From an optimization exercise on the open Yosys and OpenROAD flow, aimed at small area, a short achievable clock period and few clock cycles; shortcuts taken in it are not production practice.
Only simulation tests tie the RTL to the original design; equivalence was not proved.
Power figures rest on the tool's default switching activity, not on a simulated workload.

==> flow/flow/run.sh <==
#!/bin/bash
# Layout flow: the standard synthesis (standard.sh synth); then ABC maps the
# combinational logic of that netlist again, for area, with every register cell
# kept as it is (same cells, same instance names); then the standard layout
# (standard.sh) on that netlist, with sky130 buf_1 cells as the port buffers.
# Each tool's output goes to a log file of its own in this folder.
set -euo pipefail
R=orfs/results/${FLOW_PLATFORM}/tc_engine/base
LIB=${FLOW_HOME}/platforms/${FLOW_PLATFORM}/lib/sky130_fd_sc_hd__tt_025C_1v80.lib
YOSYS=${FLOW_HOME}/../tools/install/yosys/bin/yosys
export BUFFER_PORTS_ARGS="-buffer_cell sky130_fd_sc_hd__buf_1"

bash standard.sh synth > standard_synth.log 2>&1

cp "$R/1_2_yosys.v" standard_1_2_yosys.v
sed -e "s#LIB#$LIB#g" -e "s#NETLIST#standard_1_2_yosys.v#" -e "s#TOP#$FLOW_TOP#g" \
    -e "s#OUT#$R/1_2_yosys.v#" flow/resynth.ys > resynth_run.ys
"$YOSYS" -s resynth_run.ys > resynth.log 2>&1
rm -f "$R/1_synth.odb" "$R/1_synth.sdc"

bash standard.sh > standard_layout.log 2>&1
==> flow/flow/resynth.ys <==
read_liberty -ignore_miss_func LIB
read_verilog NETLIST
hierarchy -top TOP
setattr -mod -set blackbox 1 sky130_fd_sc_hd__*df*
flatten
opt -purge
abc -liberty LIB -dont_use sky130_fd_sc_hd__lpflow_* -dont_use sky130_fd_sc_hd__probe*
splitnets
opt_clean -purge
hilomap -singleton -hicell sky130_fd_sc_hd__conb_1 HI -locell sky130_fd_sc_hd__conb_1 LO
insbuf -buf sky130_fd_sc_hd__buf_4 A X
rename -hide w:*.*
rename -enumerate
select -module TOP
write_verilog -noattr -nohex -nodec -selected OUT
==> flow/standard.sh <==
#!/bin/bash
# synth_recipe.tcl (not shown) runs the flow's synth.tcl, then flattens the netlist and writes it again
# the make line also repeats each setting of config.mk as NAME=value (left out here)
make -C /OpenROAD-flow-scripts/flow DESIGN_CONFIG=/design/flow/config.mk WORK_HOME=/design/flow/orfs CLKGATE_MAP_FILE= SYNTH_SCRIPT=/design/flow/synth_recipe.tcl "${@:-finish}"
==> flow/config.mk <==
export PLATFORM = sky130hd
export DESIGN_NAME = tc_engine
export DESIGN_NICKNAME = tc_engine
export VERILOG_FILES = /design/flow/design.v
export SDC_FILE = /design/flow/constraint.sdc
export NUM_CORES = 4
export LEC_CHECK = 0
export CAP_MARGIN = 20
export CORE_MARGIN = 2
export CORE_UTILIZATION = 40
export CTS_BUF_LIST = sky130_fd_sc_hd__clkbuf_4 sky130_fd_sc_hd__clkbuf_8
export SETUP_SLACK_MARGIN = 2
export SLEW_MARGIN = 20
==> flow/constraint.sdc <==
create_clock -name core_clock -period 60.0 [get_ports {clk}]
set_input_delay 12.0000 -clock core_clock [delete_from_list [all_inputs] [get_ports {clk}]]
set_output_delay 12.0000 -clock core_clock [all_outputs]
set_load 0.01 [all_outputs]
==> flow/design.v <==
module tc_engine (
    input  wire        clk,
    input  wire        rst,           
    input  wire        cmd_valid,
    output reg         cmd_ready,
    input  wire [1:0]  cmd_op,        
    input  wire [47:0] cmd_data,      
    input  wire [15:0] cmd_cent,      
    input  wire        cmd_midf,      
    output reg         done,
    output reg  [2:0]  done_evt,      
    output reg  [2:0]  eng_state,
    output reg         mode,
    output wire [3:0]  err_code,
    output reg  [5:0]  sec,
    output reg  [5:0]  min,
    output reg  [4:0]  hr,
    output wire [31:0] days,
    output reg  [1:0]  page,
    output reg  [15:0] cent,
    output reg         midf,
    output reg         bank,
    output wire [1:0]  blink,
    output reg         lcd_on,
    output wire [47:0] disp0,         
    output wire [47:0] disp1
);
    localparam [1:0] OP_TICK = 2'd0, OP_COMMIT = 2'd1, OP_LAUNCH = 2'd2, OP_RESTORE = 2'd3;
    localparam [2:0] ST_IDLE = 3'd0, ST_COUNTING = 3'd2, ST_UNLOCKING = 3'd3,
                     ST_TERMINAL = 3'd4, ST_ERROR = 3'd5;
    localparam [3:0] PH_IDLE = 4'd0, PH_COMMIT = 4'd1, PH_RV = 4'd2, PH_R1 = 4'd3,
                     PH_RC = 4'd4, PH_R2 = 4'd5, PH_RADD = 4'd6, PH_DD = 4'd7,
                     PH_DAY = 4'd8, PH_CENT = 4'd9, PH_CFIN = 4'd10;
    localparam [23:0] CD_BLANK = 24'hFFFFFF, CD_ERR = 24'hEAAFF2, CD_NINES = 24'h999999;
    function [6:0] f60;
        input [6:0] i;
        begin
            f60[0] = (i[0]);
            f60[1] = (!i[6] & !i[5] & !i[4] & !i[2] & i[1]) | (i[5] & !i[4] & !i[3] & !i[2] & !i[1]) | (i[6] & !i[4] & i[2] & !i[1]) | (i[5] & !i[4] & i[2] & i[1]) | (!i[6] & !i[5] & !i[4] & i[3]) | (i[6] & i[4] & !i[3] & !i[2] & !i[1]) | (i[5] & i[4] & !i[2] & i[1]) | (!i[6] & !i[5] & i[4] & i[2] & !i[1]) | (i[5] & i[4] & i[3]) | (i[6] & i[4] & i[2] & i[1]);
            f60[2] = (!i[6] & !i[5] & !i[4] & i[2] & !i[1]) | (i[6] & !i[4] & !i[3] & !i[2] & !i[1]) | (i[5] & !i[4] & !i[2] & i[1]) | (i[6] & !i[4] & i[2] & i[1]) | (i[5] & !i[4] & i[3]) | (!i[6] & !i[5] & i[4] & !i[3] & !i[2] & !i[1]) | (i[6] & i[4] & !i[2] & i[1]) | (i[5] & i[4] & i[2] & !i[1]) | (i[6] & i[4] & i[3]) | (!i[6] & !i[5] & i[4] & i[2] & i[1]);
            f60[3] = (!i[5] & !i[4] & i[2] & i[1]) | (!i[6] & !i[5] & i[3]) | (i[5] & !i[3] & !i[2]) | (i[6] & !i[4] & i[1]) | (i[6] & i[2]) | (i[6] & i[4] & i[3]) | (i[5] & i[4] & !i[3] & !i[1]) | (!i[6] & !i[5] & i[4] & !i[2] & !i[1]);
            f60[4] = (!i[6] & !i[5] & i[4] & i[1]) | (!i[6] & !i[5] & i[4] & i[2]) | (i[5] & !i[4] & !i[3] & !i[2]) | (i[6] & !i[4] & !i[3]) | (!i[6] & i[4] & i[3]) | (!i[6] & i[4] & i[2] & i[1]);
            f60[5] = (i[5] & i[2]) | (i[6] & !i[4] & !i[3]) | (i[5] & i[3]) | (i[5] & i[4]);
            f60[6] = (i[6] & i[3]) | (i[6] & i[4]);
        end
    endfunction
    function [9:0] f24;
        input [9:0] i;
        begin
            f24[0] = (i[0]);
            f24[1] = (i[9] & !i[5] & i[2] & !i[1]) | (i[9] & i[3]) | (!i[9] & !i[8] & i[5] & i[4] & !i[3] & !i[2] & !i[1]) | (i[9] & i[5] & !i[2] & i[1]) | (!i[8] & i[6] & !i[3] & !i[2] & !i[1]) | (i[8] & i[7] & !i[3] & !i[1]) | (i[7] & i[2] & !i[1]) | (!i[8] & i[7] & i[3]) | (i[8] & !i[7] & !i[6] & !i[5] & i[3]) | (i[6] & i[4] & !i[3] & !i[2] & !i[1]) | (i[8] & i[6] & !i[5] & i[2] & i[1]) | (i[6] & i[5] & !i[3] & !i[2] & !i[1]) | (i[8] & !i[6] & i[5] & i[1]) | (!i[9] & !i[8] & !i[7] & !i[6] & !i[4] & i[1]) | (!i[9] & !i[7] & !i[6] & !i[5] & !i[2] & i[1]) | (!i[8] & i[6] & i[4] & i[2] & !i[1]) | (!i[9] & !i[8] & !i[7] & !i[6] & i[2] & i[1]) | (i[7] & i[4] & i[3]) | (!i[8] & i[6] & i[5] & i[4] & i[3]) | (!i[8] & i[6] & i[5] & i[2] & !i[1]) | (i[6] & !i[5] & !i[4] & i[2] & i[1]) | (i[8] & i[5] & !i[4] & i[2] & i[1]) | (i[6] & i[5] & i[4] & i[2] & !i[1]) | (i[8] & i[6] & !i[5] & !i[4] & i[1]);
            f24[2] = (!i[9] & !i[8] & !i[7] & !i[6] & !i[5] & i[2]) | (i[8] & !i[7] & !i[6] & !i[5] & !i[3] & !i[2]) | (i[8] & i[7] & !i[4] & i[2] & !i[1]) | (i[9] & !i[5] & !i[4] & i[3]) | (!i[8] & i[7] & !i[4] & i[3]) | (i[8] & i[7] & i[4] & i[2] & i[1]) | (i[8] & i[7] & i[4] & i[3]) | (i[9] & i[5] & !i[3] & !i[2]) | (i[8] & !i[6] & i[5] & i[2]) | (!i[9] & !i[8] & !i[6] & i[5] & i[3]) | (!i[8] & i[6] & !i[5] & !i[4] & !i[3] & !i[2] & !i[1]) | (i[8] & i[6] & !i[5] & i[3]) | (!i[8] & i[6] & !i[5] & i[4] & !i[2] & i[1]) | (i[8] & i[6] & i[5] & !i[4] & !i[3] & !i[2] & !i[1]) | (!i[8] & i[6] & i[5] & !i[4] & !i[2] & i[1]) | (!i[8] & i[6] & i[5] & !i[4] & i[2] & !i[1]) | (i[8] & i[6] & i[5] & i[4] & !i[2] & i[1]) | (i[8] & i[5] & i[4] & i[2] & !i[1]) | (!i[8] & i[6] & i[5] & i[4] & i[2] & i[1]) | (!i[8] & !i[6] & !i[5] & !i[4] & i[2] & i[1]) | (i[8] & i[7] & !i[4] & !i[2] & i[1]) | (!i[9] & !i[8] & i[5] & i[4] & i[3]) | (i[8] & i[6] & !i[5] & i[4] & !i[2] & !i[1]) | (!i[8] & i[6] & !i[5] & i[4] & i[2] & !i[1]) | (!i[8] & !i[6] & i[5] & i[4] & !i[3] & !i[2] & !i[1]);
            f24[3] = (!i[8] & i[7] & !i[3] & !i[2] & !i[1]) | (i[9] & !i[5] & !i[3] & !i[2] & !i[1]) | (i[8] & !i[7] & !i[6] & !i[5] & i[2] & !i[1]) | (i[8] & i[7] & !i[4] & i[2] & i[1]) | (!i[9] & !i[8] & !i[7] & !i[6] & !i[5] & i[3]) | (i[9] & i[5] & i[2] & !i[1]) | (!i[8] & i[6] & !i[5] & !i[4] & !i[2] & i[1]) | (i[8] & i[6] & i[5] & !i[4] & !i[2] & i[1]) | (!i[8] & i[6] & i[5] & !i[4] & i[2] & i[1]) | (i[8] & !i[6] & i[5] & i[3]) | (!i[9] & !i[8] & !i[6] & i[5] & i[4] & !i[2] & i[1]) | (i[8] & i[6] & !i[5] & i[4] & !i[2] & i[1]) | (!i[8] & i[6] & !i[5] & i[4] & i[2] & i[1]) | (i[8] & i[6] & i[5] & i[4] & i[2] & i[1]);
            f24[4] = (i[9] & !i[5] & !i[4] & i[1]) | (i[9] & !i[5] & !i[4] & i[2]) | (i[9] & !i[4] & i[3]) | (i[9] & !i[4] & i[2] & i[1]) | (!i[8] & i[6] & !i[4] & !i[3] & !i[2]) | (i[7] & !i[4] & i[1]) | (i[8] & i[7] & !i[4] & !i[3]) | (i[7] & !i[4] & i[2]) | (i[8] & !i[6] & !i[5] & !i[4] & i[2] & i[1]) | (!i[8] & i[7] & !i[4] & i[3]) | (i[8] & !i[7] & !i[6] & !i[5] & !i[4] & i[3]) | (i[8] & i[6] & !i[5] & i[4] & i[2]) | (i[6] & i[5] & !i[4] & !i[3] & !i[2]) | (i[8] & !i[6] & i[5] & i[4]) | (!i[9] & !i[8] & !i[7] & !i[6] & !i[5] & i[4]) | (i[8] & i[6] & i[4] & i[3]) | (!i[8] & i[6] & i[5] & !i[4] & !i[3]) | (i[9] & i[4] & !i[3] & !i[2] & !i[1]) | (!i[6] & i[5] & i[4] & i[2] & !i[1]) | (i[8] & !i[7] & !i[6] & i[4] & !i[3] & !i[1]) | (i[6] & !i[5] & i[4] & i[3]) | (!i[9] & !i[6] & i[5] & i[4] & i[3]) | (i[9] & i[5] & i[4] & !i[3] & !i[2]) | (!i[9] & !i[6] & i[5] & i[4] & i[2]) | (i[8] & !i[7] & !i[6] & i[4] & !i[2] & i[1]) | (!i[8] & i[7] & i[4] & !i[3] & !i[2] & !i[1]);
            f24[5] = (i[8] & i[7] & !i[4] & i[3]) | (i[8] & i[7] & i[4] & !i[3] & !i[2] & !i[1]) | (!i[8] & i[7] & i[4] & !i[2] & i[1]) | (i[9] & !i[5] & i[4] & !i[2] & i[1]) | (!i[8] & i[7] & i[4] & i[2] & !i[1]) | (i[9] & !i[5] & i[4] & i[2] & !i[1]) | (i[8] & !i[7] & !i[6] & !i[5] & i[4] & i[2] & i[1]) | (i[8] & !i[7] & !i[6] & !i[5] & i[4] & i[3]) | (!i[9] & !i[8] & !i[6] & i[5] & !i[4] & !i[3] & !i[2]) | (i[9] & i[5] & i[4] & i[2] & i[1]) | (i[8] & i[6] & !i[5] & !i[4] & !i[3] & !i[2]) | (i[8] & i[6] & i[5] & !i[4] & i[2]) | (!i[8] & i[6] & !i[5] & !i[4] & i[2]) | (!i[8] & i[6] & i[5] & !i[4] & i[3]) | (!i[8] & i[6] & i[5] & i[4] & !i[3] & !i[2] & !i[1]) | (i[9] & i[5] & i[4] & i[3]);
            f24[6] = (i[9] & i[4] & i[2] & i[1]) | (i[9] & i[4] & i[3]) | (i[9] & i[5]) | (!i[6] & i[5] & i[2]) | (!i[6] & i[5] & i[3]) | (i[7] & !i[4]) | (i[7] & !i[3] & !i[2] & !i[1]) | (i[8] & !i[6] & i[5]) | (!i[6] & i[5] & i[4]) | (i[6] & !i[5] & !i[4] & !i[3] & !i[2]) | (i[5] & i[4] & i[3]) | (i[8] & i[5] & i[3]) | (i[8] & i[5] & i[4]) | (i[5] & i[4] & i[1]) | (i[5] & i[4] & i[2]) | (!i[8] & i[6] & !i[5] & !i[4] & !i[3]) | (!i[8] & i[7] & !i[3] & !i[2]) | (!i[8] & i[7] & i[2] & !i[1]);
            f24[7] = (i[6] & i[3]) | (i[6] & i[4]) | (i[7] & !i[4]) | (i[7] & !i[3] & !i[2] & !i[1]) | (i[8] & i[6] & i[2]) | (i[6] & i[5]) | (!i[8] & i[7] & !i[3] & !i[2]) | (!i[8] & i[7] & i[2] & !i[1]);
            f24[8] = (!i[8] & i[7] & i[4] & i[2] & i[1]) | (!i[8] & i[7] & i[4] & i[3]) | (i[8] & !i[7]) | (i[8] & !i[4]) | (i[8] & !i[3] & !i[2] & !i[1]);
            f24[9] = (i[9]) | (i[8] & i[7] & i[4] & i[1]) | (i[8] & i[7] & i[4] & i[3]) | (i[8] & i[7] & i[4] & i[2]);
        end
    endfunction
    function [7:0] yadd_s;
        input [6:0] i;
        begin
            yadd_s[0] = (i[0]);
            yadd_s[1] = (!i[3] & !i[2] & !i[1]) | (i[2] & i[1]);
            yadd_s[2] = (!i[2] & !i[1]);
            yadd_s[3] = (!i[2] & i[1]);
            yadd_s[4] = (!i[4] & i[2]) | (!i[4] & i[3]) | (i[4] & !i[3] & !i[2]);
            yadd_s[5] = (i[5] & i[4] & i[2]) | (i[6] & !i[4]) | (i[6] & !i[3] & !i[2]) | (i[5] & i[4] & i[3]);
            yadd_s[6] = (!i[6] & !i[5] & !i[4]) | (!i[6] & !i[5] & !i[3] & !i[2]) | (i[6] & i[4] & i[2]) | (i[6] & i[4] & i[3]);
            yadd_s[7] = (i[4] & i[2]) | (i[4] & i[3]) | (i[5]) | (i[6]);
        end
    endfunction
    function [7:0] yadd_m;
        input [7:0] i;
        begin
            yadd_m[0] = (i[7] & !i[0]) | (!i[7] & i[0]);
            yadd_m[1] = (i[7] & i[1] & i[0]) | (i[2] & !i[1] & !i[0]) | (!i[7] & i[2] & !i[1]) | (!i[7] & i[3]) | (i[3] & !i[0]);
            yadd_m[2] = (i[7] & i[2] & i[0]) | (i[2] & i[1]) | (!i[7] & i[3]) | (i[3] & !i[0]);
            yadd_m[3] = (!i[7] & !i[3] & !i[2] & !i[1]) | (!i[3] & !i[2] & !i[1] & !i[0]) | (i[7] & i[3] & i[0]);
            yadd_m[4] = (i[7] & !i[4] & i[0]) | (!i[4] & i[1]) | (!i[4] & i[2]) | (!i[4] & i[3]) | (!i[7] & i[4] & !i[3] & !i[2] & !i[1]) | (i[4] & !i[3] & !i[2] & !i[1] & !i[0]);
            yadd_m[5] = (i[5] & i[4] & i[3]) | (i[7] & i[5] & i[4] & i[0]) | (i[5] & i[4] & i[1]) | (i[5] & i[4] & i[2]) | (i[6] & !i[4]) | (!i[7] & i[6] & !i[3] & !i[2] & !i[1]) | (i[6] & !i[3] & !i[2] & !i[1] & !i[0]);
            yadd_m[6] = (!i[6] & !i[5] & !i[4]) | (!i[7] & !i[6] & !i[5] & !i[3] & !i[2] & !i[1]) | (i[6] & i[4] & i[1]) | (i[6] & i[4] & i[3]) | (!i[6] & !i[5] & !i[3] & !i[2] & !i[1] & !i[0]) | (i[7] & i[6] & i[4] & i[0]) | (i[6] & i[4] & i[2]);
            yadd_m[7] = (i[4] & i[1]) | (i[7] & i[4] & i[0]) | (i[4] & i[2]) | (i[4] & i[3]) | (i[5]) | (i[6]);
        end
    endfunction
    function [6:0] yadd_h;
        input [6:0] i;
        begin
            yadd_h[0] = (!i[6] & !i[0]) | (i[6] & i[0]);
            yadd_h[1] = (!i[3] & !i[2] & !i[1] & i[0]) | (i[6] & !i[3] & !i[2] & !i[1]) | (!i[6] & !i[2] & i[1] & !i[0]) | (i[6] & i[2] & i[1]) | (!i[6] & i[3] & !i[0]) | (i[2] & i[1] & i[0]);
            yadd_h[2] = (i[5] & i[1] & i[0]) | (i[6] & i[5] & i[1]) | (!i[5] & !i[3] & !i[2] & !i[1]) | (!i[4] & i[3] & i[0]) | (!i[6] & !i[5] & !i[3] & !i[2] & !i[0]) | (i[6] & !i[4] & i[3]);
            yadd_h[3] = (i[6] & !i[5] & !i[2] & i[1]) | (!i[5] & !i[2] & i[1] & i[0]) | (!i[6] & i[2] & !i[1] & !i[0]);
            yadd_h[4] = (!i[4] & i[2] & i[0]) | (i[6] & !i[4] & i[2]) | (!i[4] & i[2] & i[1]) | (!i[4] & i[3]) | (i[4] & !i[3] & !i[2]) | (!i[6] & i[4] & !i[3] & !i[1] & !i[0]);
            yadd_h[5] = (i[6] & i[4] & i[2]) | (!i[6] & i[4] & i[3] & !i[0]) | (i[4] & i[2] & i[0]) | (i[4] & i[2] & i[1]);
            yadd_h[6] = (i[5]) | (i[6] & i[4] & i[3]) | (i[4] & i[3] & i[0]);
        end
    endfunction
    function [19:0] mrom;
        input [5:0] i;
        begin
            mrom[0] = 1'b1;
            mrom[1] = 1'b1;
            mrom[2] = (i[5] & i[2] & i[1]) | (!i[5] & i[4] & i[1]) | (i[5] & !i[4] & !i[2] & i[0]) | (!i[5] & !i[3] & !i[1] & i[0]) | (!i[5] & !i[4] & !i[1] & !i[0]) | (i[5] & i[4] & !i[1] & !i[0]);
            mrom[3] = (!i[5] & !i[1] & i[0]) | (!i[4] & !i[3] & !i[2]) | (i[2] & i[1] & !i[0]) | (!i[5] & i[3]) | (i[3] & i[0]) | (i[5] & !i[2] & i[1]) | (i[5] & i[2] & !i[0]);
            mrom[4] = (!i[4] & !i[3] & !i[2] & !i[1]) | (i[2] & i[1]) | (i[1] & !i[0]) | (!i[5] & !i[3] & !i[1] & i[0]) | (i[5] & i[3] & !i[0]);
            mrom[5] = (!i[2] & i[1]) | (i[5] & !i[4] & !i[3] & !i[1]) | (!i[5] & !i[3] & !i[2] & i[0]) | (i[2] & !i[1] & !i[0]);
            mrom[6] = (!i[4]) | (!i[1] & !i[0]) | (i[5] & !i[1]);
            mrom[7] = (i[0]);
            mrom[8] = (!i[4] & !i[1]) | (i[4] & i[1]);
            mrom[9] = (!i[4] & !i[2] & !i[1]) | (i[2] & i[1]);
            mrom[10] = (!i[3] & !i[2] & !i[1]) | (i[4]);
            mrom[11] = (!i[4] & !i[3] & !i[2] & !i[1]);
            mrom[12] = (!i[4] & !i[3] & !i[2] & !i[1]);
            mrom[13] = (!i[4] & !i[3] & !i[2] & !i[1]);
            mrom[14] = (!i[4] & !i[3] & !i[2] & !i[1]);
            mrom[15] = (!i[4] & !i[3] & !i[2] & !i[1]);
            mrom[16] = (!i[4] & !i[3] & !i[2] & !i[1]);
            mrom[17] = (!i[4] & !i[3] & !i[2] & !i[1]);
            mrom[18] = (!i[4] & !i[3] & !i[2] & !i[1]);
            mrom[19] = (!i[4] & !i[3] & !i[2] & !i[1]);
        end
    endfunction
    function [5:0] b2b6;
        input [6:0] i;
        begin
            b2b6[0] = (i[0]);
            b2b6[1] = (!i[4] & i[1]) | (i[4] & !i[1]);
            b2b6[2] = (!i[5] & !i[4] & i[2]) | (!i[5] & i[4] & !i[2] & i[1]) | (i[5] & !i[4] & !i[2]) | (i[5] & !i[2] & !i[1]) | (!i[5] & i[2] & !i[1]) | (i[5] & i[4] & i[2] & i[1]);
            b2b6[3] = (!i[6] & !i[4] & i[3]) | (i[5] & !i[4] & i[2]) | (i[6] & !i[4] & !i[3]) | (i[6] & i[4] & i[3]) | (i[6] & i[2] & i[1]) | (!i[6] & !i[5] & i[4] & !i[3] & !i[2]) | (i[5] & i[4] & !i[3] & !i[2] & !i[1]) | (!i[6] & !i[5] & i[4] & !i[3] & !i[1]);
            b2b6[4] = (!i[5] & i[4] & i[2] & i[1]) | (!i[5] & i[4] & i[3]) | (i[5] & !i[4]) | (i[6] & i[3]) | (i[5] & !i[3] & !i[2] & !i[1]) | (i[6] & i[4]);
            b2b6[5] = (i[5] & i[4] & i[1]) | (i[5] & i[4] & i[2]) | (i[5] & i[4] & i[3]) | (i[6]);
        end
    endfunction
    function [4:0] b2b5;
        input [5:0] i;
        begin
            b2b5[0] = (i[0]);
            b2b5[1] = (!i[4] & i[1]) | (i[4] & !i[1]);
            b2b5[2] = (i[5]) | (!i[4] & i[2]) | (i[4] & !i[2] & i[1]) | (i[2] & !i[1]);
            b2b5[3] = (!i[4] & i[3]) | (i[4] & !i[3] & !i[2]) | (i[4] & !i[3] & !i[1]);
            b2b5[4] = (i[5]) | (i[4] & i[3]) | (i[4] & i[2] & i[1]);
        end
    endfunction
    function [6:0] glyph;
        input [3:0] i;
        begin
            glyph[0] = (!i[3] & i[1]) | (i[3] & !i[1]) | (i[2] & !i[1] & i[0]) | (i[2] & i[1] & !i[0]) | (!i[3] & !i[2] & !i[0]);
            glyph[1] = (!i[3] & !i[2]) | (!i[1] & !i[0]) | (!i[3] & i[1] & i[0]) | (!i[2] & i[0]);
            glyph[2] = (!i[1]) | (!i[3] & i[2]) | (!i[3] & i[0]);
            glyph[3] = (i[2] & !i[1] & i[0]) | (i[3] & !i[1]) | (!i[3] & i[1] & !i[0]) | (!i[2] & i[1] & i[0]) | (i[2] & i[1] & !i[0]) | (!i[3] & !i[2] & !i[0]);
            glyph[4] = (!i[2] & !i[0]) | (i[1] & !i[0]);
            glyph[5] = (!i[1] & !i[0]) | (i[2] & !i[1]) | (i[2] & !i[0]) | (i[3] & !i[1]);
            glyph[6] = (!i[2] & i[1]) | (i[2] & !i[1]) | (i[2] & !i[0]) | (i[3] & !i[2]);
        end
    endfunction
    function [3:0] add3;
        input [3:0] i;
        begin
            add3[0] = (i[3] & !i[0]) | (!i[3] & !i[2] & i[0]) | (i[2] & i[1] & !i[0]);
            add3[1] = (i[3] & !i[0]) | (!i[2] & i[1]) | (i[1] & i[0]);
            add3[2] = (i[3] & i[0]) | (i[2] & !i[1] & !i[0]);
            add3[3] = (i[2] & i[0]) | (i[3]) | (i[2] & i[1]);
        end
    endfunction
    function [3:0] inc10;
        input [3:0] i;
        begin
            inc10[0] = (!i[0]) | (i[3] & i[1]);
            inc10[1] = (!i[3] & !i[1] & i[0]) | (i[1] & !i[0]);
            inc10[2] = (!i[2] & i[1] & i[0]) | (i[2] & !i[1]) | (i[2] & !i[0]);
            inc10[3] = (i[3] & !i[0]) | (!i[3] & i[2] & i[1] & i[0]);
        end
    endfunction
    function [3:0] dec10;
        input [3:0] i;
        begin
            dec10[0] = (!i[0]);
            dec10[1] = (i[3] & !i[0]) | (i[1] & i[0]) | (i[2] & !i[1] & !i[0]);
            dec10[2] = (i[3] & !i[0]) | (i[2] & i[0]) | (i[2] & i[1]);
            dec10[3] = (!i[3] & !i[2] & !i[1] & !i[0]) | (i[3] & i[0]);
        end
    endfunction
    function [4:0] ud9;
        input [4:0] i;
        begin
            ud9[0] = (!i[0]);
            ud9[1] = (!i[4] & i[1] & i[0]) | (!i[4] & i[2] & !i[1] & !i[0]) | (!i[4] & i[3] & !i[0]) | (i[4] & !i[3] & !i[1] & i[0]) | (i[4] & i[1] & !i[0]);
            ud9[2] = (!i[4] & i[3] & !i[0]) | (i[4] & !i[2] & i[1] & i[0]) | (i[2] & !i[1] & i[0]) | (i[2] & i[1] & !i[0]) | (i[4] & i[2] & !i[0]) | (!i[4] & i[2] & i[0]);
            ud9[3] = (!i[4] & !i[3] & !i[2] & !i[1] & !i[0]) | (i[4] & i[3] & !i[0]) | (!i[4] & i[3] & i[0]) | (i[4] & i[2] & i[1] & i[0]);
            ud9[4] = (!i[4] & !i[3] & !i[2] & !i[1] & !i[0]) | (i[4] & i[3] & i[0]);
        end
    endfunction
    function [3:0] ud5;
        input [3:0] i;
        begin
            ud5[0] = (!i[0]);
            ud5[1] = (i[3] & !i[2] & !i[1] & i[0]) | (i[3] & i[1] & !i[0]) | (!i[3] & i[1] & i[0]) | (!i[3] & i[2] & !i[0]);
            ud5[2] = (!i[3] & !i[2] & !i[1] & !i[0]) | (i[3] & i[1] & i[0]) | (i[3] & i[2] & !i[0]) | (!i[3] & i[2] & i[0]);
            ud5[3] = (!i[3] & !i[2] & !i[1] & !i[0]) | (i[3] & i[2] & i[0]);
        end
    endfunction
    function [6:0] udh;
        input [6:0] i;
        begin
            udh[0] = (!i[0]);
            udh[1] = (!i[6] & !i[5] & !i[4] & !i[1] & !i[0]) | (i[6] & !i[3] & !i[1] & i[0]) | (i[6] & i[1] & !i[0]) | (!i[6] & i[1] & i[0]) | (!i[6] & i[3] & !i[0]) | (!i[6] & i[2] & !i[1] & !i[0]);
            udh[2] = (i[6] & !i[5] & !i[2] & i[1] & i[0]) | (!i[6] & i[3] & !i[0]) | (!i[6] & i[2] & i[1]) | (i[2] & !i[1] & i[0]) | (i[6] & i[2] & !i[0]);
            udh[3] = (!i[6] & i[5] & !i[1] & !i[0]) | (i[6] & i[2] & i[1] & i[0]) | (i[6] & i[3] & !i[0]) | (!i[6] & i[4] & !i[3] & !i[2] & !i[1] & !i[0]) | (!i[6] & i[3] & i[0]);
            udh[4] = (i[4] & i[1]) | (!i[6] & i[5] & !i[1] & !i[0]) | (i[6] & !i[4] & i[3] & i[0]) | (i[4] & i[2]) | (!i[6] & i[4] & i[0]) | (i[6] & i[4] & !i[0]) | (i[6] & i[4] & !i[3]) | (!i[6] & i[4] & i[3]);
            udh[5] = (!i[6] & !i[5] & !i[4] & !i[3] & !i[2] & !i[1] & !i[0]) | (i[6] & i[4] & i[3] & i[0]) | (i[6] & i[5] & !i[0]) | (!i[6] & i[5] & i[1]) | (i[5] & !i[1] & i[0]);
            udh[6] = (!i[6] & !i[5] & !i[4] & !i[3] & !i[2] & !i[1] & !i[0]) | (i[6] & i[5] & i[1] & i[0]);
        end
    endfunction
    function [19:0] yrom;
        input [3:0] i;
        begin
            yrom[0] = (i[0]);
            yrom[1] = (!i[2] & i[1]) | (i[2] & !i[1]);
            yrom[2] = (!i[3] & !i[2] & i[0]) | (!i[3] & !i[1] & i[0]) | (!i[3] & i[2] & i[1] & !i[0]) | (i[3] & !i[2] & !i[0]) | (i[3] & !i[1] & !i[0]) | (i[3] & i[2] & i[1] & i[0]);
            yrom[3] = (!i[3] & !i[2] & i[1]) | (i[3] & !i[1] & i[0]) | (!i[2] & i[1] & !i[0]) | (!i[3] & i[1] & !i[0]);
            yrom[4] = (!i[2] & !i[1] & i[0]) | (i[2] & !i[1] & !i[0]) | (i[2] & i[1] & i[0]) | (!i[3] & !i[2] & i[0]) | (!i[3] & i[2] & i[1]);
            yrom[5] = (!i[3] & !i[2] & !i[1] & i[0]) | (!i[3] & i[1] & !i[0]) | (!i[3] & i[2] & i[1]) | (i[3] & !i[1] & !i[0]) | (i[3] & i[2] & !i[1]) | (i[3] & i[2] & !i[0]);
            yrom[6] = (!i[3] & i[1] & !i[0]) | (i[2] & !i[1] & i[0]) | (i[3] & i[0]);
            yrom[7] = (!i[1] & i[0]) | (i[3] & i[1] & !i[0]);
            yrom[8] = (!i[2] & i[0]) | (!i[2] & i[1]) | (i[2] & !i[1] & !i[0]);
            yrom[9] = (!i[3] & !i[2] & i[1] & !i[0]) | (!i[3] & i[2] & i[0]) | (i[3] & !i[2] & i[0]) | (i[3] & i[2] & !i[0]) | (i[3] & !i[1] & !i[0]);
            yrom[10] = (!i[3] & !i[1] & i[0]) | (i[2] & i[1] & !i[0]) | (!i[2] & !i[1] & i[0]) | (i[3] & i[1] & !i[0]) | (i[3] & i[2] & i[1]);
            yrom[11] = (!i[2] & i[1] & !i[0]) | (i[2] & !i[1] & !i[0]) | (i[2] & i[1] & i[0]) | (!i[3] & i[2] & i[0]);
            yrom[12] = (!i[3] & !i[2] & i[1] & i[0]) | (!i[3] & i[2] & !i[1]) | (i[3] & !i[2] & !i[1]) | (i[3] & i[2] & i[1]) | (i[3] & i[1] & !i[0]) | (i[2] & !i[1] & i[0]);
            yrom[13] = (i[2] & !i[1]) | (i[3] & !i[1]) | (i[3] & !i[0]) | (i[3] & i[2]);
            yrom[14] = (!i[3] & i[2] & i[1]) | (i[3] & !i[2] & !i[1]) | (i[3] & !i[2] & !i[0]);
            yrom[15] = (i[3] & i[1] & i[0]) | (i[3] & i[2]);
            yrom[16] = 1'b0;
            yrom[17] = 1'b0;
            yrom[18] = 1'b0;
            yrom[19] = 1'b0;
        end
    endfunction
    function [19:0] crom;
        input [1:0] i;
        begin
            crom[0] = (i[0]);
            crom[1] = (i[1]);
            crom[2] = (i[0]);
            crom[3] = (!i[1] & i[0]) | (i[1] & !i[0]);
            crom[4] = (i[1] & !i[0]);
            crom[5] = (!i[1] & i[0]);
            crom[6] = (i[1] & !i[0]);
            crom[7] = (!i[1] & i[0]);
            crom[8] = (i[1] & !i[0]);
            crom[9] = (!i[1] & i[0]);
            crom[10] = (i[0]) | (i[1]);
            crom[11] = (i[0]) | (i[1]);
            crom[12] = (i[1] & !i[0]);
            crom[13] = (i[1] & i[0]);
            crom[14] = 1'b0;
            crom[15] = (i[0]);
            crom[16] = (i[1]);
            crom[17] = 1'b0;
            crom[18] = 1'b0;
            crom[19] = 1'b0;
        end
    endfunction
    function [19:0] radd;
        input [19:0] a, b;
        input        ci;
        reg c;
        integer i;
        begin
            c = ci;
            for (i = 0; i < 20; i = i + 1) begin
                radd[i] = a[i] ^ b[i] ^ c;
                c = (a[i] & b[i]) | (c & (a[i] ^ b[i]));
            end
        end
    endfunction
    function [23:0] dd2;
        input [23:0] x;
        input [1:0]  b;
        reg [23:0] y;
        integer k;
        begin
            for (k = 0; k < 6; k = k + 1) y[4*k +: 4] = add3(x[4*k +: 4]);
            y = {y[22:0], b[1]};
            for (k = 0; k < 6; k = k + 1) y[4*k +: 4] = add3(y[4*k +: 4]);
            dd2 = {y[22:0], b[0]};
        end
    endfunction
    function [23:0] page_inc;
        input [23:0] x;
        reg c;
        integer k;
        begin
            c = 1'b1;
            for (k = 0; k < 6; k = k + 1) begin
                page_inc[4*k +: 4] = c ? inc10(x[4*k +: 4]) : x[4*k +: 4];
                c = c & (x[4*k +: 4] == 4'd9);
            end
        end
    endfunction
    function [23:0] blank_lead;
        input [23:0] x;
        reg lead;
        integer k;
        begin
            lead = 1'b1;
            for (k = 5; k >= 0; k = k - 1) begin
                if (x[4*k +: 4] != 4'd0 || k == 0) lead = 1'b0;
                blank_lead[4*k +: 4] = lead ? 4'hF : x[4*k +: 4];
            end
        end
    endfunction
    function ge1e6;
        input [19:0] v;
        reg gt, eq;
        integer i;
        reg [19:0] c;
        begin
            c = 20'd1000000; gt = 1'b0; eq = 1'b1;
            for (i = 19; i >= 0; i = i - 1) begin
                gt = gt | (eq & v[i] & !c[i]);
                eq = eq & (v[i] == c[i]);
            end
            ge1e6 = gt | eq;
        end
    endfunction
    reg [23:0] cd;                    
    reg [19:0] dys;                   
    reg [23:0] dbcd;                  
    reg [15:0] dic;                   
    reg        errf;                  
    reg        blinkf;                
    reg [3:0]  ph;
    reg [3:0]  cnt;
    reg        flag;                  
    reg [3:0]  qreg;                  
    reg        yl;                    
    reg        mflag;                 
    assign days = {12'd0, dys};
    assign err_code = {2'b00, errf, 1'b0};
    assign blink = {blinkf, 1'b0};
    genvar gp;
    generate
        for (gp = 0; gp < 6; gp = gp + 1) begin : g_disp
            assign disp0[8*gp +: 8] = {1'b0, glyph(cd[4*gp +: 4])};
            assign disp1[8*gp +: 8] = {1'b0, glyph(dbcd[4*gp +: 4])};
        end
    endgenerate
    wire [3:0] s_o = cd[3:0],   s_t = cd[7:4];
    wire [3:0] m_o = cd[11:8],  m_t = cd[15:12];
    wire [3:0] h_o = cd[19:16], h_t = cd[23:20];
    wire hms_one  = cd == 24'd1;
    wire dys_zero = dys == 20'd0;
    wire [4:0] t0 = ud9({mode, s_o});
    wire [3:0] t1 = ud5({mode, s_t[2:0]});
    wire [4:0] t2 = ud9({mode, m_o});
    wire [3:0] t3 = ud5({mode, m_t[2:0]});
    wire [6:0] th = udh({mode, h_t[1:0], h_o});
    wire e1 = t0[4], e2 = e1 & t1[3], e3 = e2 & t2[4], e4 = e3 & t3[3];
    wire full = e4 & th[6];
    wire [23:0] cd_tick = {e4 ? {2'b00, th[5:0]} : cd[23:16],
                           e3 ? {1'b0, t3[2:0]} : m_t, e2 ? t2[3:0] : m_o,
                           e1 ? {1'b0, t1[2:0]} : s_t, t0[3:0]};
    wire [23:0] bsrc = (ph == PH_IDLE) ? cd_tick : cd;
    wire [5:0]  b_sec = b2b6({bsrc[6:4], bsrc[3:0]});
    wire [5:0]  b_min = b2b6({bsrc[14:12], bsrc[11:8]});
    wire [4:0]  b_hr  = b2b5({bsrc[21:20], bsrc[19:16]});
    wire [1:0] pg_rot = (dys_zero && !full) ? 2'd0 : (page == 2'd2) ? 2'd0 : page + 2'd1;
    wire [3:0] cx = dbcd[19:16];      
    wire [1:0] cu = dbcd[21:20];      
    wire [6:0] fs = f60({s_t[2:0], s_o});
    wire [6:0] fm = f60({m_t[2:0], m_o});
    wire [3:0] xh = (cu == 2'd1) ? cx : fm[6:3];
    wire [9:0] fh = f24({h_t[1:0], h_o, xh});
    wire [7:0] ys = yadd_s({s_t[2:0], s_o});
    wire [7:0] ym = yadd_m({ys[7], m_t[2:0], m_o});
    wire [6:0] yh = yadd_h({ym[7], h_t[1:0], h_o});
    wire [3:0] cq = (cu == 2'd2) ? cx : fh[9:6];     
    wire       c5x = !dys_zero && !flag;              
    wire [3:0] ya = dbcd[23:20], yb = dbcd[19:16];
    wire [3:0] mt = dbcd[15:12], mo = dbcd[11:8];
    wire [3:0] dt = dbcd[7:4],   dn = dbcd[3:0];
    wire leap = !yb[0] && (yb[1] == ya[0]);
    wire feb = (mt == 4'd0) && (mo == 4'd2);
    wire m31 = (mt == 4'd0) ? (mo == 4'd1 || mo == 4'd3 || mo == 4'd5 || mo == 4'd7 || mo == 4'd8)
                            : (mo == 4'd0 || mo == 4'd2);
    wire digs_ok = (ya <= 4'd9) && (yb <= 4'd9) && (mo <= 4'd9) && (dn <= 4'd9)
                && (h_o <= 4'd9) && (m_o <= 4'd9) && (s_o <= 4'd9);
    wire mm_ok = (mt == 4'd0) ? (mo != 4'd0) : (mt == 4'd1) && (mo <= 4'd2);
    wire dd_ok = (dt <= 4'd2) ? ((dt != 4'd0 || dn != 4'd0) && !(feb && dt == 4'd2 && dn == 4'd9 && !leap))
               : (dt == 4'd3) && ((dn == 4'd0 && !feb) || (dn == 4'd1 && m31));
    wire hh_ok = (h_t <= 4'd1) || (h_t == 4'd2 && h_o <= 4'd3);
    wire ts_ok = digs_ok && mm_ok && dd_ok && hh_ok && (m_t <= 4'd5) && (s_t <= 4'd5);
    wire yhi = (ya >= 4'd5);          
    wire [1:0] k2 = cnt[1:0];
    wire cent_big = (cent[15:5] != 11'd0) || (cent[4:2] == 3'b111);
    wire take = cmd_valid && cmd_ready;
    reg        n_ready, n_done, n_mode, n_errf, n_midf, n_bank, n_blinkf, n_lcd;
    reg        n_flag, n_yl, n_mflag;
    reg [3:0]  n_qreg;
    reg        n_bin;                 
    reg [2:0]  n_evt, n_st;
    reg [3:0]  n_ph;
    reg [1:0]  n_page;
    reg [3:0]  n_cnt;
    reg [15:0] n_cent, n_dic;
    reg [19:0] n_dys;
    reg [23:0] n_cd, n_dbcd;
    reg        bzero;
    reg [19:0] a_op, b_op;
    reg        c_in;
    reg [19:0] sum;
    reg [23:0] t24;
    always @(*) begin
        n_ready = cmd_ready; n_done = 1'b0; n_evt = done_evt;
        n_st = eng_state; n_mode = mode; n_errf = errf; n_page = page;
        n_cent = cent; n_midf = midf; n_bank = bank; n_blinkf = blinkf; n_lcd = lcd_on;
        n_cd = cd; n_dys = dys; n_dbcd = dbcd; n_dic = dic;
        n_ph = ph; n_cnt = cnt; n_flag = flag; n_yl = yl; n_mflag = mflag; n_qreg = qreg;
        n_bin = 1'b0; bzero = 1'b0;
        a_op = dys; b_op = 20'd0; c_in = 1'b0;
        t24 = 24'd0;
        case (ph)
        PH_IDLE: begin
            if (mode) c_in = 1'b1; else b_op = 20'hFFFFF;        
        end
        PH_DAY: begin
            a_op = {4'd0, dic}; c_in = 1'b1;
        end
        PH_CENT: begin
            a_op = {4'd0, cent}; c_in = 1'b1;
        end
        PH_COMMIT: begin
            if (yl) begin
                b_op = 20'd365; c_in = yh[6];
            end else if (c5x) begin
                a_op = {dys[17:0], 2'b00}; b_op = dys;
            end else begin
                a_op = {dys[18:0], 1'b0}; b_op = {16'd0, qreg};
            end
        end
        PH_RV: begin
            a_op = {4'd0, dic}; c_in = mflag && !yhi;
        end
        PH_R1: begin
            a_op = (cnt == 4'd3) ? 20'd0 : {dys[18:0], 1'b0};
            case ({ya[k2], yb[k2]})
                2'b00: b_op = 20'd0;
                2'b01: b_op = 20'd1461;
                2'b10: b_op = 20'd14610;
                default: b_op = 20'd16071;
            endcase
        end
        PH_RC: begin
            case (k2)
                2'd2: b_op = mrom({leap, mt[0], mo});
                2'd1: b_op = {13'd0, dt[1:0], dt[1:0], 3'b000};
                default: b_op = {14'd0, dn, 2'b00};
            endcase
        end
        PH_R2: begin
            a_op = {dys[18:0], 1'b0};
            b_op = cent[cnt[2:0]] ? 20'd36525 : 20'd0;
        end
        default: begin  
            b_op = {4'd0, dic};
        end
        endcase
        sum = radd(a_op, b_op, c_in);
        case (ph)
        PH_IDLE: if (take) begin
            case (cmd_op)
            OP_TICK: begin
                n_done = 1'b1; n_evt = 3'b000;
                if (eng_state == ST_COUNTING && !mode) begin
                    if (full && dys_zero) begin
                        n_st = ST_UNLOCKING; n_evt = 3'b001;
                    end else begin
                        n_cd = cd_tick; n_bin = 1'b1;
                        if (full) n_dys = sum;
                        if (hms_one && dys_zero) begin
                            n_st = ST_UNLOCKING; n_evt = 3'b001;
                        end
                    end
                end else if (eng_state == ST_COUNTING && mode) begin
                    n_cd = cd_tick; n_bin = 1'b1;
                    if (full) begin
                        n_done = 1'b0; n_ready = 1'b0; n_ph = PH_DAY;
                    end
                    if (full && dbcd == CD_NINES) begin
                        n_st = ST_TERMINAL; n_dys = 20'd0; n_page = 2'd0;
                        n_cd = CD_NINES; bzero = 1'b1; n_dbcd = CD_BLANK;
                        n_blinkf = 1'b1; n_bank = 1'b0; n_lcd = 1'b1;
                    end else begin
                        if (full) begin
                            n_dys = sum; n_dbcd = page_inc(dbcd);
                        end
                        n_page = pg_rot;
                        if (pg_rot != 2'd2) begin
                            n_bank = pg_rot[0]; n_lcd = 1'b1;
                        end else n_lcd = 1'b0;
                    end
                end
            end
            default: begin  
                n_ready = 1'b0;
                n_cd = cmd_data[23:0]; n_dbcd = cmd_data[47:24]; n_dic = cmd_cent; n_mflag = cmd_midf;
                n_ph = PH_RV; n_cnt = {2'b00, cmd_op};
            end
            endcase
        end
        PH_COMMIT: begin
            if (yl) begin
                n_cd = {2'b00, yh[5:4], yh[3:0], 1'b0, ym[6:4], ym[3:0], 1'b0, ys[6:4], ys[3:0]};
                n_dys = sum;
                if (cx == 4'd1) n_yl = 1'b0;
                n_dbcd[19:16] = cx - 4'd1;
            end else if (flag) begin
                n_dys = sum; n_flag = 1'b0;
                if (cu == 2'd3 && cx != 4'd0) n_yl = 1'b1;
            end else begin
                n_cd = {2'b00, fh[5:4], fh[3:0], 1'b0, fm[2:0], fs[6:3], 1'b0, fs[2:0],
                        (cu == 2'd0) ? cx : 4'd0};
                if (c5x) begin
                    n_dys = sum; n_flag = 1'b1; n_qreg = cq;
                end else begin
                    n_dys = {16'd0, cq};
                    if (cu == 2'd3 && cx != 4'd0) n_yl = 1'b1;
                end
            end
            if (yl ? (cx == 4'd1) : (flag || !c5x) && !(cu == 2'd3 && cx != 4'd0)) begin
                n_dbcd[19:0] = {dbcd[15:0], 4'd0};
                n_cnt = cnt - 4'd1;
                if (cnt == 4'd0) n_ph = PH_CFIN;
            end
        end
        PH_CFIN: begin
            n_st = ST_COUNTING; n_mode = 1'b0; n_page = 2'd0;
            n_bank = 1'b0; n_lcd = 1'b1; n_blinkf = 1'b0;
            n_dbcd = CD_BLANK; n_bin = 1'b1;
            n_ph = PH_IDLE; n_done = 1'b1; n_ready = 1'b1;
        end
        PH_RV: begin
            if (cnt[1:0] == OP_LAUNCH) begin
                n_done = 1'b1; n_evt = 3'b010; n_ready = 1'b1; n_ph = PH_IDLE;
                n_cd = 24'd0; bzero = 1'b1; n_dys = 20'd0; n_cent = 16'd0; n_midf = 1'b0;
                n_dbcd = 24'hFFFFF0; n_dic = 16'd0;
                n_mode = 1'b1; n_page = 2'd0; n_st = ST_COUNTING;
                n_bank = 1'b0; n_lcd = 1'b1; n_blinkf = 1'b0;
            end else if (cnt[1:0] == OP_COMMIT) begin
                n_evt = 3'b010;
                n_cd = 24'd0; n_dys = 20'd0; n_dbcd = {2'b00, cd[21:0]};
                n_ph = PH_COMMIT; n_cnt = 4'd4; n_flag = 1'b0; n_yl = 1'b0;
            end else if (!ts_ok) begin
                n_st = ST_ERROR; n_errf = 1'b1;
                n_blinkf = 1'b1; n_bank = 1'b0; n_lcd = 1'b1;
                n_cd = CD_ERR; n_dbcd = CD_BLANK; n_evt = 3'b000;
                n_ph = PH_IDLE; n_done = 1'b1; n_ready = 1'b1;
            end else begin
                n_cent = sum[15:0]; n_midf = yhi;
                n_evt = {mflag ^ yhi, 2'b00};
                n_ph = PH_R1; n_cnt = 4'd3;
            end
        end
        PH_R1: begin
            n_dys = sum;
            if (cnt != 4'd3 && cent_big) begin
                n_st = ST_TERMINAL; n_dys = 20'd0; n_page = 2'd0;
                n_cd = CD_NINES; bzero = 1'b1; n_dbcd = CD_BLANK;
                n_blinkf = 1'b1; n_bank = 1'b0; n_lcd = 1'b1;
                n_ph = PH_IDLE; n_done = 1'b1; n_ready = 1'b1;
            end
            if (!(cnt != 4'd3 && cent_big)) begin
                n_cnt = cnt - 4'd1;
                if (cnt == 4'd0) begin n_ph = PH_RC; n_cnt = 4'd2; end
            end
        end
        PH_RC: begin
            n_dys = sum;
            n_cnt = cnt - 4'd1;
            if (cnt == 4'd0) begin
                n_dic = sum[17:2]; n_dys = 20'd0;
                n_ph = PH_R2; n_cnt = 4'd4;
            end
        end
        PH_R2: begin
            n_dys = sum;
            n_cnt = cnt - 4'd1;
            if (cnt == 4'd0) n_ph = PH_RADD;
        end
        PH_RADD: begin
            n_dys = sum; n_dbcd = 24'd0;
            n_ph = PH_DD; n_cnt = 4'd9;
        end
        PH_DAY: begin
            n_dic = sum[15:0];
            n_ph = PH_IDLE; n_done = 1'b1; n_ready = 1'b1;
            if (sum[15:0] == 16'd36525) begin
                n_dic = 16'd0; n_midf = 1'b0; n_evt = 3'b100;
                n_ph = PH_CENT; n_done = 1'b0; n_ready = 1'b0;
            end else if (sum[15:0] == 16'd18263 && !midf) begin
                n_midf = 1'b1; n_evt = 3'b100;
            end
        end
        PH_CENT: begin
            n_cent = sum[15:0];
            n_ph = PH_IDLE; n_done = 1'b1; n_ready = 1'b1;
        end
        default: begin  
            t24 = dd2(dbcd, dys[19:18]);
            n_dbcd = t24;
            n_dys = {dys[17:0], dys[19:18]};
            n_cnt = cnt - 4'd1;
            if (cnt == 4'd9 && ge1e6(dys)) begin
                n_st = ST_TERMINAL; n_dys = 20'd0; n_page = 2'd0;
                n_cd = CD_NINES; bzero = 1'b1; n_dbcd = CD_BLANK;
                n_blinkf = 1'b1; n_bank = 1'b0; n_lcd = 1'b1;
                n_ph = PH_IDLE; n_done = 1'b1; n_ready = 1'b1;
            end else if (cnt == 4'd0) begin
                n_dbcd = blank_lead(t24);
                n_st = ST_COUNTING; n_mode = 1'b1; n_page = 2'd0;
                n_bank = 1'b0; n_lcd = 1'b1; n_blinkf = 1'b0; n_bin = 1'b1;
                n_ph = PH_IDLE; n_done = 1'b1; n_ready = 1'b1;
            end
        end
        endcase
    end
    always @(posedge clk) begin
        if (rst) begin
            cmd_ready <= 1'b1;
            done <= 1'b0; done_evt <= 3'b000;
            eng_state <= ST_IDLE; mode <= 1'b0; errf <= 1'b0;
            sec <= 6'd0; min <= 6'd0; hr <= 5'd0;
            dys <= 20'd0; page <= 2'd0; cent <= 16'd0; midf <= 1'b0;
            bank <= 1'b0; blinkf <= 1'b0; lcd_on <= 1'b0;
            cd <= CD_BLANK; dbcd <= CD_BLANK;
            ph <= PH_IDLE;
        end else begin
            cmd_ready <= n_ready; done <= n_done; done_evt <= n_evt;
            eng_state <= n_st; mode <= n_mode; errf <= n_errf;
            page <= n_page; cent <= n_cent; midf <= n_midf;
            bank <= n_bank; blinkf <= n_blinkf; lcd_on <= n_lcd;
            cd <= n_cd; dys <= n_dys; dbcd <= n_dbcd;
            ph <= n_ph;
            if (bzero) begin
                sec <= 6'd0; min <= 6'd0; hr <= 5'd0;
            end else if (n_bin) begin
                sec <= b_sec; min <= b_min; hr <= b_hr;
            end
        end
        dic <= n_dic; cnt <= n_cnt; flag <= n_flag; yl <= n_yl; mflag <= n_mflag; qreg <= n_qreg;
    end
endmodule
==> summary.md, run 1 <==
| Metric | Value |
|---|---|
| Multi-input logic area | `11300 µm²` |
| I/O pins | `251` |
| CORE AREA | `37800 µm²` |
| Final period util | `0.244` |
| Maximum vdd drop | `0.0275 mV` |
| Power Dens Cells | `73.9 nW/µm²` |
| Warning count from the yosys run | `1` |
| CTS tree | `yes` |
| Post-route DRC | `0` |
| CTS Buffer Depth | `2` |
| Drt initial violations | `2911` |
| Vias in the first global route | `18200` |
| Leak Pwr | `6.00 nW` |
| Final Power | `1.26 mW` |
| Worst-path fanout max | `18` |
| Fmax | `68.2 MHz` |
| Avg Cell Area, Syn | `6.62 µm²` |
| Vias per cell | `6.73` |
| Reg area | `3230 µm²` |
| RSZ-0062 raised after global routing | `false` |
| Hold WC Path Type | `register to register` |
| Final Hold Fails | `0` |
| Die Span X | `200 µm` |
| H-tree depth | `4` |
| Layout cells sized above 1 | `0.0348` |
| Vias | `20700` |
| Reg clk slew, reported paths | `90 ps` |
| Root Driver | `clkbuf_8` |
| Final ANT Viol Nets | `0` |
| Final Skew | `23.4 ps` |
| CTS Hold Buffers Added | `0` |
| Slew margin rel. | `0.268` |
| Worst hold slack | `447 ps` |
| Sink Count | `148` |
| # fillers | `4072` |
| Fin Setup TNS | `0 ps` |
| Max Slew Vio Count | `0` |
| Die Span Y | `200 µm` |
| CTS Buf Count | `17` |
| I/O Buffers | `222` |
| Final Setup Violations | `0` |
| DP HPWL | `56100 µm` |
| Pin count of the biggest net entering global routing | `51` |
| Post-synthesis cell count | `2320` |
| Routability congestion estimate | `1.03` |
| Status | `finished clean` |
| Worst path arrival time | `2670 ps` |
| Post-route minimum period | `14670 ps` |
| Initial core utilization | `0.407` |
| # resized after CTS | `0` |
| First-pass GRT wire length | `113000 µm` |
| DR WL/cell | `24.8 µm` |
| Drt first pass iters | `8` |
| Critical Path End Type | `primary output` |
| Clock latency (worst-skew pair) | `530 ps` |
| Crit start category | `register` |
| WP data required | `48000 ps` |
| Area grow syn2layout | `11.1%` |
| Worst slew pin tran | `1100 ps` |
| Worst Path Class, Setup | `register to primary output` |
| DRT Wirelength | `76200 µm` |
| Die area | `40000 µm²` |
| Cell row count | `71` |
| Netlist Area Pre-Place | `15400 µm²` |
| Setup Fix Bufs, Post-CTS | `0` |
| Max Cap Violations | `0` |
| Nets | `2618` |
| Total GRT Usage | `0.370` |
| Antenna violations before repair | `0` |
| Grt ovf | `0` |
==> power by group <==
group          internal (mW)  switching, mW  leakage [nW]
sequential             0.140         0.0897          1.25
combinational          0.300          0.646          4.56
clock                 0.0390         0.0461         0.194
==> path summary, 6_finish.rpt <==
path | startpoint | end | slack (ps) | cells after the start
worst max-delay path | cd[1]$_SDFFE_PP1P_ | disp0[3] | 45330 | 6
worst min register to register | sec[5]$_SDFFE_PP0P_ | sec[5]$_SDFFE_PP0P_ | 450 | 2
worst max register to register | ph[3]$_SDFFE_PP0P_ | done_evt[2]$_SDFFE_PP0P_ | 51780 | 21
worst min-delay path | sec[5]$_SDFFE_PP0P_ | sec[5]$_SDFFE_PP0P_ | 450 | 2
==> area by class of cell <==
class / instances / area share
inverters: 68 / 0.0150
well taps: 511 / 0.0375
repair buffers: 273 / 0.0714
clock buffers: 21 / 0.0155
clock inverters: 11 / 0.00755
multi-input cells: 2040 / 0.663
flip-flops and latches: 148 / 0.190
diodes: 1 / 0.000147
==> critical path, stage by stage (launching register included) <==
cell,delay (ps)
dfxtp_1,820
clkinv_1,410
nand2_1,180
and2_0,210
o21ai_0,130
a221o_1,270
buf_1,130
==> metrics by stage <==
step            util  area [µm²]  setup WS (ps)  cells
6_report       0.452       17100          45330   3073
5_1_grt        0.452       17100          45190   3072
4_1_cts        0.451       17000          45390   3071
3_5_place_dp   0.441       16700          45290   3039
3_3_place_gp   0.441       16700          45360   3039
2_1_floorplan      -       15500          45020   2347
==> layout by cell type (no fill, tap or decap), drive strengths merged, types with 10 or more instances in the layout <==
cell	n
nand2	341
nor2	299
buf	273
o21ai	265
a21oi	249
dfxtp	121
clkinv	72
nor3	62
nand3	56
o22ai	54
a22oi	41
a31oi	39
nand2b	37
o211ai	34
and2	32
a211oi	31
conb	28
or2	27
edfxtp	27
a221oi	25
o31ai	24
nor2b	23
nor4	22
xnor2	22
o32ai	21
clkbuf	21
nand4	20
o21a	20
a22o	18
xor2	16
o311ai	14
a32oi	14
a2111oi	13
and3	13
a211o	13
or3	10
a21o	10
o221ai	10
==> registers in the layout, indices dropped and copies added (netlist names), 2 cells and up <==
| name | count |
|---|---|
| min | 6 |
| cd | 24 |
| cnt | 4 |
| hr | 5 |
| dic | 16 |
| ph | 4 |
| dys | 20 |
| cent | 16 |
| page | 2 |
| done_evt | 3 |
| dbcd | 24 |
| qreg | 4 |
| eng_state | 3 |
| sec | 6 |
==> per-layer routing <==
layer,track usage,share of wire,up-vias
met3,0.0632,0.11,239
li1,-,-,9260
met4,0.184,0.050,0
met2,0.553,0.43,1510
met1,0.513,0.41,9682
met5,0,0,-
Testbench counts, summed over its fixed seeds: cycles 27,498.
==> run 2: changes to the inputs <==
--- a/flow/flow/resynth.ys
+++ b/flow/flow/resynth.ys
@@ -4,6 +4,8 @@
 setattr -mod -set blackbox 1 sky130_fd_sc_hd__*df*
 flatten
 opt -purge
+select -set oc o:disp0 o:disp1 %ci*:-sky130_fd_sc_hd__dfxtp_1[Q]:-sky130_fd_sc_hd__edfxtp_1[Q]
+abc -liberty LIB -dont_use sky130_fd_sc_hd__lpflow_* -dont_use sky130_fd_sc_hd__probe* @oc
 abc -liberty LIB -dont_use sky130_fd_sc_hd__lpflow_* -dont_use sky130_fd_sc_hd__probe*
 splitnets
 opt_clean -purge
==> summary.md, run 2 <==
| Metric | Value |
|---|---|
| Netlist Area Pre-Place | `15700 µm² (+2.1%)` |
| Avg Cell Area, Syn | `6.55 µm² (-1.0%)` |
| Die Span X | `202 µm (+1.0%)` |
| Crit-path slowest cell | `dfxtp_1` |
| Worst-path fanout max | `15 (-3)` |
| DRT Wirelength | `80200 µm (+5.2%)` |
| Routability congestion estimate | `1.04 (+1.1%)` |
| CP peak stage delay | `690 ps (-130 ps)` |
| Leak Pwr | `6.10 nW (+1.7%)` |
| Fin Setup TNS | `0 ps (unchanged)` |
| Max Slew Vio Count | `0 (unchanged)` |
| Flop pwr share | `0.171 (-0.011)` |
| Pint | `476 µW (-0.59%)` |
| CTS Hold Buffers Added | `0 (unchanged)` |
| First-pass GRT wire length | `119000 µm (+5.9%)` |
| RSZ-0062 raised after global routing | `false` |
| Final period util | `0.246 (+0.00105)` |
| Nets | `2694 (+2.9%)` |
| Hold WC Path Type | `register to register` |
| Reg clk slew, reported paths | `90 ps (about the same)` |
| Critical path cell sequence | `nor2b_1 > clkinv_1 > o211ai_1 > buf_1` |
| Maximum vdd drop | `0.0295 mV (+7.3%)` |
| Antenna violations before repair | `3 (+3)` |
| Area grow syn2layout | `11.2% (about the same)` |
| I/O Buffers | `222 (unchanged)` |
| Clock power share | `0.068 (about the same)` |
| Post-synthesis cell count | `2394 (+3.2%)` |
| Total GRT Usage | `0.380 (+0.00943)` |
| Power Dens Cells | `71.2 nW/µm² (-3.7%)` |
| Number of diodes | `0 (-1)` |
| # resized after CTS | `0 (unchanged)` |
| Final instance area | `17400 µm² (+2.2%)` |
| Sw Ratio | `0.617 (-0.00375)` |
| Layout cells sized above 1 | `0.0372 (+0.00241)` |
| P_sw | `765 µW (-2.2%)` |
| Initial core utilization | `0.406 (-0.000939)` |
| Status | `finished clean` |
| Grt ovf | `0 (unchanged)` |
| I/O pins | `251 (unchanged)` |
| Combinational cell fraction of total power | `0.761 (+0.010)` |
| CORE AREA | `38600 µm² (+2.4%)` |
| Warning count from the yosys run | `1 (unchanged)` |
| Die area | `40800 µm² (+2.1%)` |
| Drt first pass iters | `7 (-1)` |
| Setup Fix Bufs, Post-CTS | `0 (unchanged)` |
| Worst slew pin tran | `1140 ps (+38.2 ps)` |
| Post-route minimum period | `14730 ps (+62.9 ps)` |
| Final Power | `1.24 mW (-1.6%)` |
| Largest regs | `cd: 24 flops, dbcd: 24 flops, dys: 20 flops` |
| Final Skew | `26.0 ps (+2.64 ps)` |
| Worst path arrival time | `2730 ps (+60 ps)` |
| Root Driver | `clkbuf_8` |
| Sink Count | `148 (unchanged)` |
| Multi-input logic area | `11500 µm² (+2.0%)` |
| Die Span Y | `202 µm (+1.0%)` |
| Crit start category | `register` |
| Vias per cell | `6.71 (-0.35%)` |
| Final Setup Violations | `0 (unchanged)` |
| DP HPWL | `59400 µm (+5.9%)` |
| Slew margin rel. | `0.240 (-0.0283)` |
| Reg area | `3230 µm² (unchanged)` |
| H-tree depth | `4 (unchanged)` |
| CTS Buffer Depth | `2 (unchanged)` |
| Worst Path Class, Setup | `register to primary output` |
| Vias | `21200 (+2.3%)` |
| Pin count of the biggest net entering global routing | `59 (+16%)` |
| CTS tree | `yes` |
| Max Cap Violations | `0 (unchanged)` |
| Critical Path End Type | `primary output` |
| CTS Buf Count | `17 (unchanged)` |
| Clock latency (worst-skew pair) | `550 ps (+20 ps)` |
| Commonest non-fill, non-tap cell in the layout | `nor2_1` |
| Drt initial violations | `3086 (+6.0%)` |
| Final Hold Fails | `0 (unchanged)` |
| Final ANT Viol Nets | `0 (unchanged)` |
| Cell row count | `72 (+1.4%)` |
| # fillers | `4231 (+3.9%)` |
| Placement-stage cell area | `17000 µm² (+2.3%)` |
| Post-route DRC | `0 (unchanged)` |
| Most frequent cells in the layout | `nor2_1, nand2_1, o21ai_0` |
| Fmax | `67.9 MHz (-0.43%)` |
| Vias in the first global route | `19300 (+6.5%)` |
| WP data required | `48000 ps (about the same)` |
| DR WL/cell | `25.4 µm (+2.5%)` |
[run 2: power by group through the flow]
stage / Sequential (mW) / Clock (mW) / Combinational (mW)
floorplan: 0.199 / 0 / 0.602
global placement: 0.210 / 0 / 0.901
detailed placement: 0.211 / 0 / 0.909
CTS: 0.209 / 0.0849 / 0.914
global route: 0.216 / 0.0876 / 1.02
finish: 0.212 / 0.0845 / 0.944
[run 2: critical path: cells and delay by family (launching register included)]
kind	cells	cell delay [ps]
AO/OA/AOI/OAI	1	250
buffers and inverters	2	570
flip-flops	1	690
AND/OR/NAND/NOR	1	680
[run 2: area by class of cell]
class | instances | share of cell area
Tap cell | 518 | 0.0372
Sequential cell | 148 | 0.186
Multi-Input combinational cell | 2079 | 0.662
Clock inverter | 13 | 0.00775
Timing Repair Buffer | 275 | 0.0708
Inverter | 103 | 0.0222
Clock buffer | 19 | 0.0143
[run 2: layer usage]
layer | vias up | global-route usage | part of all wire
met5 | - | 0 | 0.00015
met4 | 2 | 0.221 | 0.059
met3 | 254 | 0.0721 | 0.11
met2 | 1464 | 0.573 | 0.43
met1 | 9996 | 0.504 | 0.40
li1 | 9453 | - | -
[run 2: final timing paths]
check / startpoint / cells past startpoint / endpoint / slack [ps]
max: dbcd[21]$_SDFFE_PP1P_ / 4 / disp1[46] / 45270
min: blinkf$_SDFFE_PP0P_ / 2 / blinkf$_SDFFE_PP0P_ / 470
max reg2reg: ph[3]$_SDFFE_PP0P_ / 20 / dic[12]$_DFFE_PP_ / 52370
min reg2reg: blinkf$_SDFFE_PP0P_ / 2 / blinkf$_SDFFE_PP0P_ / 470
[run 2: per-stage QoR]
| stage | setup slack (ps) | cells | util | hold slack, ps |
|---|---|---|---|---|
| after CTS | 45340 | 3155 | 0.451 | 475 |
| after floorplan | 45440 | 2421 | - | 417 |
| final | 45270 | 3155 | 0.451 | 468 |
| after detailed placement | 45070 | 3123 | 0.441 | 461 |
| after global placement | 45210 | 3123 | 0.441 | 445 |
| after global routing | 45150 | 3155 | 0.451 | 484 |

[port drivers added, routing unchanged]
Ports are ideal in the flow. The routed layouts listed here were re-timed in OpenROAD.
Step 1 sets driving cells, clkbuf_16 on the clock port and buf_2 on the other inputs (assumed; they add their load-dependent delay and slew).
Step 2 adds t to the input delays and takes it off the output delays; t is the mean of the earliest and latest rising clock arrival at the registers after step 1. Input paths then give back, and output paths get back, about the clock's delay inside the block.
Three values: no drivers, after step 1, after step 2; two values: the first two.
| run | shift t [ns] | slack for setup (ns) | hold WS [ns] |
|---|---|---|---|
| run 1 | 0.577 | 45.331 / 45.275 / 45.184 | 0.447 / 0.447 / 0.447 |
| run 2 | 0.592 | 45.268 / 45.213 / 45.051 | 0.468 / 0.468 / 0.468 |
After both steps every run listed still meets setup and hold. The setup slack of run 2, which loses most, moves by -0.055 ns with the drivers and by -0.217 ns with both steps.
